Source: an optimization exercise on an open RTL-to-GDS flow (aim: small area). Production flows keep margins and buffers that such runs may drop. Where RTL was checked, it was by simulation tests only, not by an equivalence proof against the original.

## quartz
==> flow/design.v <==
module pinode_rx #(
    parameter MAX_SLOTS = 256
) (
    input  wire        clk,
    input  wire        rst,
    input  wire        start,
    input  wire        start_thumb,
    input  wire        stream_fail,
    output wire        busy,
    output wire        done,
    output wire [1:0]  result,
    output wire [1:0]  err,
    input  wire        rx_valid,
    input  wire [7:0]  rx_data,
    input  wire        rx_timeout,
    output wire        rx_ready,
    output wire        tx_valid,
    output reg  [7:0]  tx_data,
    input  wire        tx_ready,
    output reg         pl_valid,
    output reg  [7:0]  pl_data,
    output reg         ev_valid,
    output reg  [3:0]  ev_status,
    output reg  [13:0] ev_index
);
    localparam ST_IDLE    = 4'd0;
    localparam ST_AWAIT   = 4'd1;    
    localparam ST_CLR     = 4'd2;    
    localparam ST_ACK     = 4'd3;    
    localparam ST_COLLECT = 4'd4;
    localparam ST_RSCAN   = 4'd5;    
    localparam ST_RREAD   = 4'd6;    
    localparam ST_FINAL   = 4'd7;    
    localparam ST_D_OK    = 4'd8;
    localparam ST_D_NOINF = 4'd9;
    localparam ST_D_INC   = 4'd10;
    localparam ST_D_STRM  = 4'd11;
    localparam ST_RCONV0  = 4'd12;   
    localparam ST_RCONV   = 4'd13;   
    localparam RS_STORED     = 4'd1;
    localparam RS_INFO_OK    = 4'd2;
    localparam RS_TIMEOUT    = 4'd3;
    localparam RS_MALFORMED  = 4'd4;
    localparam RS_TOO_SHORT  = 4'd5;
    localparam RS_BAD_INDEX  = 4'd6;
    localparam RS_BAD_CKSUM  = 4'd7;
    localparam RS_WRONG_KIND = 4'd8;
    localparam RS_OUT_RANGE  = 4'd9;
    function [3:0] add3(input [3:0] u);
        begin
            add3[3] = u[3] | (u[2] & (u[1] | u[0]));
            add3[2] = (u[2] & ~u[1] & ~u[0]) | (u[3] & u[0]);
            add3[1] = (~u[2] & u[1]) | (u[1] & u[0]) | (u[3] & ~u[0]);
            add3[0] = (~u[3] & ~u[2] & u[0]) | (u[2] & u[1] & ~u[0]) | (u[3] & ~u[0]);
        end
    endfunction
    reg [3:0]   st;
    reg [8:0]   exp_count;   
    reg [8:0]   cnt;         
    reg [7:0]   head;        
    reg         wr_pend;     
    reg [MAX_SLOTS-1:0] ring;
    reg [2:0]   tpos;
    reg [7:0]   grp;         
    reg         pend_zero;
    reg [2:0]   rec_cnt;     
    reg [7:0]   hold;
    reg         kind_ok;
    reg         bad_dig;
    reg [7:0]   crc;         
    reg [3:0]   k;           
    reg         z1, z2, z3;  
    reg [1:0]   c;           
    assign done   = st[3] && !st[2];
    assign busy   = (st != ST_IDLE) && !done;
    assign err    = st[1:0];
    assign result = (st[1:0] == 2'd0) ? 2'd1 : 2'd2;
    wire rd_active    = (tpos == 3'd0) &&
                        ((st == ST_AWAIT) ||
                         (!wr_pend && ((st == ST_COLLECT && cnt != exp_count) ||
                                       (st == ST_RREAD))));
    wire read_pending = rd_active && (k == 4'd0);
    assign rx_ready = read_pending;
    assign tx_valid = (tpos != 3'd0);
    wire start_take   = start && !busy;
    wire take_fail    = busy && stream_fail;
    wire take_timeout = read_pending && rx_timeout && !stream_fail;
    wire take_byte    = read_pending && rx_valid && !rx_timeout && !stream_fail;
    wire take_delim   = take_byte && (rx_data == 8'h00);
    wire take_data    = take_byte && (rx_data != 8'h00);
    wire rd_end       = take_timeout || take_delim;
    wire is_code   = (grp[7:1] == 7'd0);
    wire dec_valid = take_data && (!is_code || (grp[0] && pend_zero));
    wire [7:0] dec_byte = is_code ? 8'h00 : rx_data;
    wire malformed = (grp != 8'd1);
    wire too_short = (rec_cnt != 3'd6);
    wire cksum_ok  = (crc == 8'd0);
    reg  in_range;   
    reg [3:0] rd_status;
    always @(*) begin
        if (take_timeout)   rd_status = RS_TIMEOUT;
        else if (malformed) rd_status = RS_MALFORMED;
        else if (too_short) rd_status = RS_TOO_SHORT;
        else if (bad_dig)   rd_status = RS_BAD_INDEX;
        else if (!cksum_ok) rd_status = RS_BAD_CKSUM;
        else if (!kind_ok)  rd_status = RS_WRONG_KIND;
        else if (!in_range) rd_status = RS_OUT_RANGE;
        else if (st == ST_AWAIT) rd_status = RS_INFO_OK;
        else                rd_status = RS_STORED;
    end
    wire stored = rd_end && (rd_status == RS_STORED);
    wire [7:0] target  = wr_pend ? ev_index[7:0] : cnt[7:0];
    wire       at_tgt  = (head == target);
    wire       set_now = wr_pend && at_tgt;
    wire       clr     = !st[2];
    wire       cur_bit = ring[MAX_SLOTS-1];
    always @(posedge clk) begin
        ring <= {ring[MAX_SLOTS-2:0], (cur_bit && !clr) || set_now};
        head <= start_take ? 8'd0 : head + 8'd1;
    end
    wire [11:0] dec = {2'b00, ev_index[9:0]};
    wire [3:0]  dd_u = add3(ev_index[3:0]);
    wire [3:0]  dd_t = add3(ev_index[7:4]);
    wire        dd_bit = cnt[3'd7 - head[2:0]];
    always @(*) begin
        case (tpos)
            3'd1: tx_data = (st == ST_AWAIT) ? (exp_count[0] ? 8'h56 : 8'h53) :
                            (st == ST_ACK) ? 8'h45 : 8'h52;
            3'd2: tx_data = {4'h3, dec[11:8]};
            3'd3: tx_data = {4'h3, dec[7:4]};
            3'd4: tx_data = {4'h3, dec[3:0]};
            default: tx_data = 8'h0A;
        endcase
    end
    wire       dig_byte  = (rec_cnt >= 3'd2) && (rec_cnt <= 3'd5);
    wire       first_dig = (rec_cnt == 3'd2);
    wire [3:0] k_last    = dig_byte ? 4'd14 : 4'd8;
    wire       dig_step  = dig_byte && (k != 4'd0);
    wire       crc_step  = (k != 4'd0) && !k[3] || (k == 4'd8);
    wire       crc_fb    = crc[7] ^ hold[4'd8 - k];
    wire       dig_bit   = (k <= 4'd4) && hold[k - 4'd1];
    wire [2:0] ssum      = z1 + z3 + dig_bit + c;
    wire [3:0] kb        = k - 4'd1;        
    wire       lim_bit   = (st == ST_AWAIT) ? (kb == 4'd0 || kb == 4'd8)
                                            : (kb <= 4'd8 && exp_count[kb]);
    always @(posedge clk) begin
        if (take_data) begin
            if (is_code) begin
                grp       <= rx_data;
                pend_zero <= (rx_data != 8'hFF);
            end else begin
                grp <= grp - 8'd1;
            end
        end
        if (dec_valid) begin
            hold <= dec_byte;
            case (rec_cnt)
                3'd0: kind_ok <= (st == ST_AWAIT) ? (dec_byte == 8'd0)
                                                  : (dec_byte == 8'd1 || dec_byte == 8'd2);
                3'd1: bad_dig <= (dec_byte > 8'd9);
                3'd2, 3'd3, 3'd4: bad_dig <= bad_dig || (dec_byte > 8'd9);
                default: ;
            endcase
            if (rec_cnt != 3'd6)
                rec_cnt <= rec_cnt + 3'd1;
        end
        k  <= dec_valid ? 4'd1 : (k == 4'd0 || k == k_last) ? 4'd0 : k + 4'd1;
        z1 <= dig_step && !first_dig && ev_index[0];
        z2 <= dig_step && z1;
        z3 <= dig_step && z2;
        c  <= dig_step ? ssum[2:1] : 2'd0;
        if (dig_step)
            ev_index <= {ssum[0], ev_index[13:1]};
        if (dig_step && rec_cnt == 3'd5)
            in_range <= (!ssum[0] && lim_bit) || (!(ssum[0] ^ lim_bit) && in_range && k != 4'd1);
        if (crc_step)
            crc <= {crc[6:0], 1'b0} ^ (crc_fb ? 8'h07 : 8'h00);
        if (!rd_active || rd_end) begin
            grp     <= 8'd0;
            rec_cnt <= 3'd0;
            crc     <= 8'd0;
        end
        pl_valid  <= dec_valid && (rec_cnt == 3'd6);
        pl_data   <= hold;
        ev_status <= rd_status;
        if (st == ST_RCONV0)
            ev_index[9:0] <= 10'd0;
        if (st == ST_RCONV)
            ev_index[9:0] <= {ev_index[8], dd_t[3], dd_t[2:0], dd_u[3], dd_u[2:0], dd_bit};
    end
    always @(posedge clk) begin
        ev_valid <= 1'b0;
        if (rst) begin
            st   <= ST_IDLE;
            tpos <= 3'd0;
        end else begin
            ev_valid <= rd_end && !take_fail;
            if (tx_valid && tx_ready) begin
                case (tpos)
                    3'd1: tpos <= (st != ST_RREAD) ? 3'd5 :
                                  (dec[11:8] != 4'd0) ? 3'd2 :
                                  (dec[7:4] != 4'd0) ? 3'd3 : 3'd4;
                    3'd5: tpos <= 3'd0;
                    default: tpos <= tpos + 3'd1;
                endcase
            end
            if (set_now)
                wr_pend <= 1'b0;
            if (stored)
                wr_pend <= 1'b1;
            if (take_fail) begin
                st   <= ST_D_STRM;
                tpos <= 3'd0;
            end else begin
                case (st)
                    ST_IDLE, ST_D_OK, ST_D_NOINF, ST_D_INC, ST_D_STRM: begin
                        if (start) begin
                            exp_count <= {8'd0, start_thumb};
                            wr_pend   <= 1'b0;
                            tpos      <= 3'd1;
                            st        <= ST_AWAIT;
                        end
                    end
                    ST_AWAIT: begin
                        if (rd_end) begin
                            if (rd_status == RS_INFO_OK) begin
                                exp_count <= ev_index[8:0];
                                st        <= ST_CLR;
                            end else begin
                                st <= ST_D_NOINF;
                            end
                        end
                    end
                    ST_CLR: begin
                        cnt <= 9'd0;
                        if (head == 8'd255)
                            st <= ST_COLLECT;
                    end
                    ST_COLLECT: begin
                        if (rd_end) begin
                            cnt <= cnt + 9'd1;
                        end else if (cnt == exp_count && !wr_pend) begin
                            cnt <= 9'd0;
                            st  <= ST_RSCAN;
                        end
                    end
                    ST_RSCAN: begin
                        if (!wr_pend) begin
                            if (cnt == exp_count) begin
                                cnt <= 9'd0;
                                st  <= ST_FINAL;
                            end else if (at_tgt) begin
                                if (cur_bit) begin
                                    cnt <= cnt + 9'd1;
                                end else begin
                                    st   <= ST_RCONV0;
                                end
                            end
                        end
                    end
                    ST_RCONV0: begin
                        if (head[2:0] == 3'd7)
                            st <= ST_RCONV;
                    end
                    ST_RCONV: begin
                        if (head[2:0] == 3'd7) begin
                            tpos <= 3'd1;
                            st   <= ST_RREAD;
                        end
                    end
                    ST_RREAD: begin
                        if (rd_end) begin
                            cnt <= cnt + 9'd1;
                            st  <= ST_RSCAN;
                        end
                    end
                    ST_FINAL: begin
                        if (cnt == exp_count) begin
                            tpos <= 3'd1;
                            st   <= ST_ACK;
                        end else if (at_tgt) begin
                            if (cur_bit)
                                cnt <= cnt + 9'd1;
                            else
                                st <= ST_D_INC;
                        end
                    end
                    ST_ACK: begin
                        if (tpos == 3'd0)
                            st <= ST_D_OK;
                    end
                    default: st <= ST_IDLE;
                endcase
            end
        end
    end
endmodule
Settings: LEC_CHECK=0, CAP_MARGIN=20, CORE_MARGIN=2, CORE_UTILIZATION=60, SLEW_MARGIN=20; clock period 10.0 ns.
standard.sh (not shown) runs the stock make flow with config.mk's settings and CLKGATE_MAP_FILE= SYNTH_SCRIPT=/design/flow/synth_recipe.tcl, a recipe that flattens the netlist after the stock synthesis.
==> flow/flow/run.sh <==
#!/bin/bash
# Own flow: the standard layout (standard.sh) with three changes:
#  - synthesis maps the logic with an area-oriented ABC script
#    (flow/abc_area.script); registers are mapped exactly as in the
#    standard synthesis, since ABC only sees the combinational logic;
#  - port buffers use the smallest buffer;
#  - the clock tree uses clkbuf_8 leaf clusters and no dummy loads.
set -e
cp -r "$FLOW_HOME/scripts" ./scripts_local
cp flow/abc_area.script ./scripts_local/abc_speed.script
export SCRIPTS_DIR="$PWD/scripts_local"
export BUFFER_PORTS_ARGS="-buffer_cell sky130_fd_sc_hd__buf_1"
export CTS_ARGS="-sink_clustering_enable -repair_clock_nets -sink_clustering_size 18 -sink_clustering_max_diameter 60 -buf_list sky130_fd_sc_hd__clkbuf_8 -dont_use_dummy_load"
bash standard.sh > standard.log 2>&1
==> flow/flow/abc_area.script <==
&get -n
&st
&syn2
&dch -f
&nf -R 1000 -p
&st
&syn2
&dch -f
&nf -R 1000 -p
&st
&syn2
&dch -f
&nf -R 1000 -p
&put
quartz finished every step from synthesis to the final layout, and the layout passed the timing, design-rule and antenna checks.
Here is what was changed in the inputs of lagoon compared with quartz.
--- a/flow/design.v
+++ b/flow/design.v
@@ -46,14 +46,6 @@
     localparam RS_BAD_CKSUM  = 4'd7;
     localparam RS_WRONG_KIND = 4'd8;
     localparam RS_OUT_RANGE  = 4'd9;
-    function [3:0] add3(input [3:0] u);
-        begin
-            add3[3] = u[3] | (u[2] & (u[1] | u[0]));
-            add3[2] = (u[2] & ~u[1] & ~u[0]) | (u[3] & u[0]);
-            add3[1] = (~u[2] & u[1]) | (u[1] & u[0]) | (u[3] & ~u[0]);
-            add3[0] = (~u[3] & ~u[2] & u[0]) | (u[2] & u[1] & ~u[0]) | (u[3] & ~u[0]);
-        end
-    endfunction
     reg [3:0]   st;
     reg [8:0]   exp_count;   
     reg [8:0]   cnt;         
@@ -63,6 +55,7 @@
     reg [2:0]   tpos;
     reg [7:0]   grp;         
     reg         pend_zero;
+    reg         borrow;      
     reg [2:0]   rec_cnt;     
     reg [7:0]   hold;
     reg         kind_ok;
@@ -79,7 +72,7 @@
                         ((st == ST_AWAIT) ||
                          (!wr_pend && ((st == ST_COLLECT && cnt != exp_count) ||
                                        (st == ST_RREAD))));
-    wire read_pending = rd_active && (k == 4'd0);
+    wire read_pending = rd_active && (k == 4'd15);
     assign rx_ready = read_pending;
     assign tx_valid = (tpos != 3'd0);
     wire start_take   = start && !busy;
@@ -119,8 +112,15 @@
         head <= start_take ? 8'd0 : head + 8'd1;
     end
     wire [11:0] dec = {2'b00, ev_index[9:0]};
-    wire [3:0]  dd_u = add3(ev_index[3:0]);
-    wire [3:0]  dd_t = add3(ev_index[7:4]);
+    wire [3:0]  du = ev_index[3:0], dt = ev_index[7:4];
+    wire [3:0]  dd_u = {du[3] | (du[2] & (du[1] | du[0])),
+                        (du[2] & ~du[1] & ~du[0]) | (du[3] & ~du[1] & du[0]),
+                        (~du[2] & du[1]) | (du[1] & du[0]) | (du[3] & ~du[0]),
+                        (~du[3] & ~du[2] & du[0]) | (du[2] & du[1] & ~du[0]) | (du[3] & ~du[0])};
+    wire [3:0]  dd_t = {dt[3] | (dt[2] & (dt[1] | dt[0])),
+                        (dt[2] & ~dt[1] & ~dt[0]) | (dt[3] & ~dt[1] & dt[0]),
+                        (~dt[2] & dt[1]) | (dt[1] & dt[0]) | (dt[3] & ~dt[0]),
+                        (~dt[3] & ~dt[2] & dt[0]) | (dt[2] & dt[1] & ~dt[0]) | (dt[3] & ~dt[0])};
     wire        dd_bit = cnt[3'd7 - head[2:0]];
     always @(*) begin
         case (tpos)
@@ -134,13 +134,13 @@
     end
     wire       dig_byte  = (rec_cnt >= 3'd2) && (rec_cnt <= 3'd5);
     wire       first_dig = (rec_cnt == 3'd2);
-    wire [3:0] k_last    = dig_byte ? 4'd14 : 4'd8;
-    wire       dig_step  = dig_byte && (k != 4'd0);
-    wire       crc_step  = (k != 4'd0) && !k[3] || (k == 4'd8);
-    wire       crc_fb    = crc[7] ^ hold[4'd8 - k];
-    wire       dig_bit   = (k <= 4'd4) && hold[k - 4'd1];
+    wire [3:0] k_last    = dig_byte ? 4'd13 : 4'd7;
+    wire       dig_step  = dig_byte && (k != 4'd15);
+    wire       crc_step  = !k[3];
+    wire       crc_fb    = crc[7] ^ hold[~k[2:0]];
+    wire       dig_bit   = (k[3:2] == 2'b00) && hold[k[1:0]];
     wire [2:0] ssum      = z1 + z3 + dig_bit + c;
-    wire [3:0] kb        = k - 4'd1;        
+    wire [3:0] kb        = k;               
     wire       lim_bit   = (st == ST_AWAIT) ? (kb == 4'd0 || kb == 4'd8)
                                             : (kb <= 4'd8 && exp_count[kb]);
     always @(posedge clk) begin
@@ -148,10 +148,11 @@
             if (is_code) begin
                 grp       <= rx_data;
                 pend_zero <= (rx_data != 8'hFF);
-            end else begin
-                grp <= grp - 8'd1;
             end
         end
+        borrow <= take_data ? !is_code : borrow && !grp[0];
+        if (crc_step)
+            grp <= {grp[0] ^ borrow, grp[7:1]};
         if (dec_valid) begin
             hold <= dec_byte;
             case (rec_cnt)
@@ -164,7 +165,7 @@
             if (rec_cnt != 3'd6)
                 rec_cnt <= rec_cnt + 3'd1;
         end
-        k  <= dec_valid ? 4'd1 : (k == 4'd0 || k == k_last) ? 4'd0 : k + 4'd1;
+        k  <= dec_valid ? 4'd0 : (k == k_last || k == 4'd15 || !rd_active) ? 4'd15 : k + 4'd1;
         z1 <= dig_step && !first_dig && ev_index[0];
         z2 <= dig_step && z1;
         z3 <= dig_step && z2;
@@ -172,7 +173,7 @@
         if (dig_step)
             ev_index <= {ssum[0], ev_index[13:1]};
         if (dig_step && rec_cnt == 3'd5)
-            in_range <= (!ssum[0] && lim_bit) || (!(ssum[0] ^ lim_bit) && in_range && k != 4'd1);
+            in_range <= (!ssum[0] && lim_bit) || (!(ssum[0] ^ lim_bit) && in_range && k != 4'd0);
         if (crc_step)
             crc <= {crc[6:0], 1'b0} ^ (crc_fb ? 8'h07 : 8'h00);
         if (!rd_active || rd_end) begin
### Flow results
Summary — post-synthesis sequential area ratio, lagoon relative to quartz: higher, by 0.94 points.
On area occupied by registers, lagoon and quartz are basically level.
Taking quartz as the reference, in lagoon multi-input combinational cell area shows a reduction of 4.1%; met1 wire length shows an increase of 250 um; design area shows a reduction of 0.77%.
| post-synthesis net count | lower: lagoon |
Function not checked in quartz: the RTL went through the layout flow alone.

## separate check: timing with driven ports
No port has a modelled driver above. Below, the same layouts with a new extraction and two added sets of constraints.
Step 1, drivers: a clkbuf_16 drives clk and a buf_2 each remaining input, both assumed.
Step 2 times the ports against the registers' clock, not the clock port: input delays grow and output delays shrink by t, the midpoint of the rising clock arrivals with the driver on.
a / b / c = ideal / step 1 / step 2; a / b = the first two.
run | t (ns) | setup slack, ns | cell pins on the clock port's net
quartz | 0.569 | 4.760 / 4.720 / 4.638 | 1
lagoon | 0.567 | 5.255 / 5.218 / 5.138 | 1
After both steps setup and hold are still met in every run listed. For quartz, which loses most, drivers alone change the setup slack by -0.040 ns; drivers and shift together by -0.122 ns.
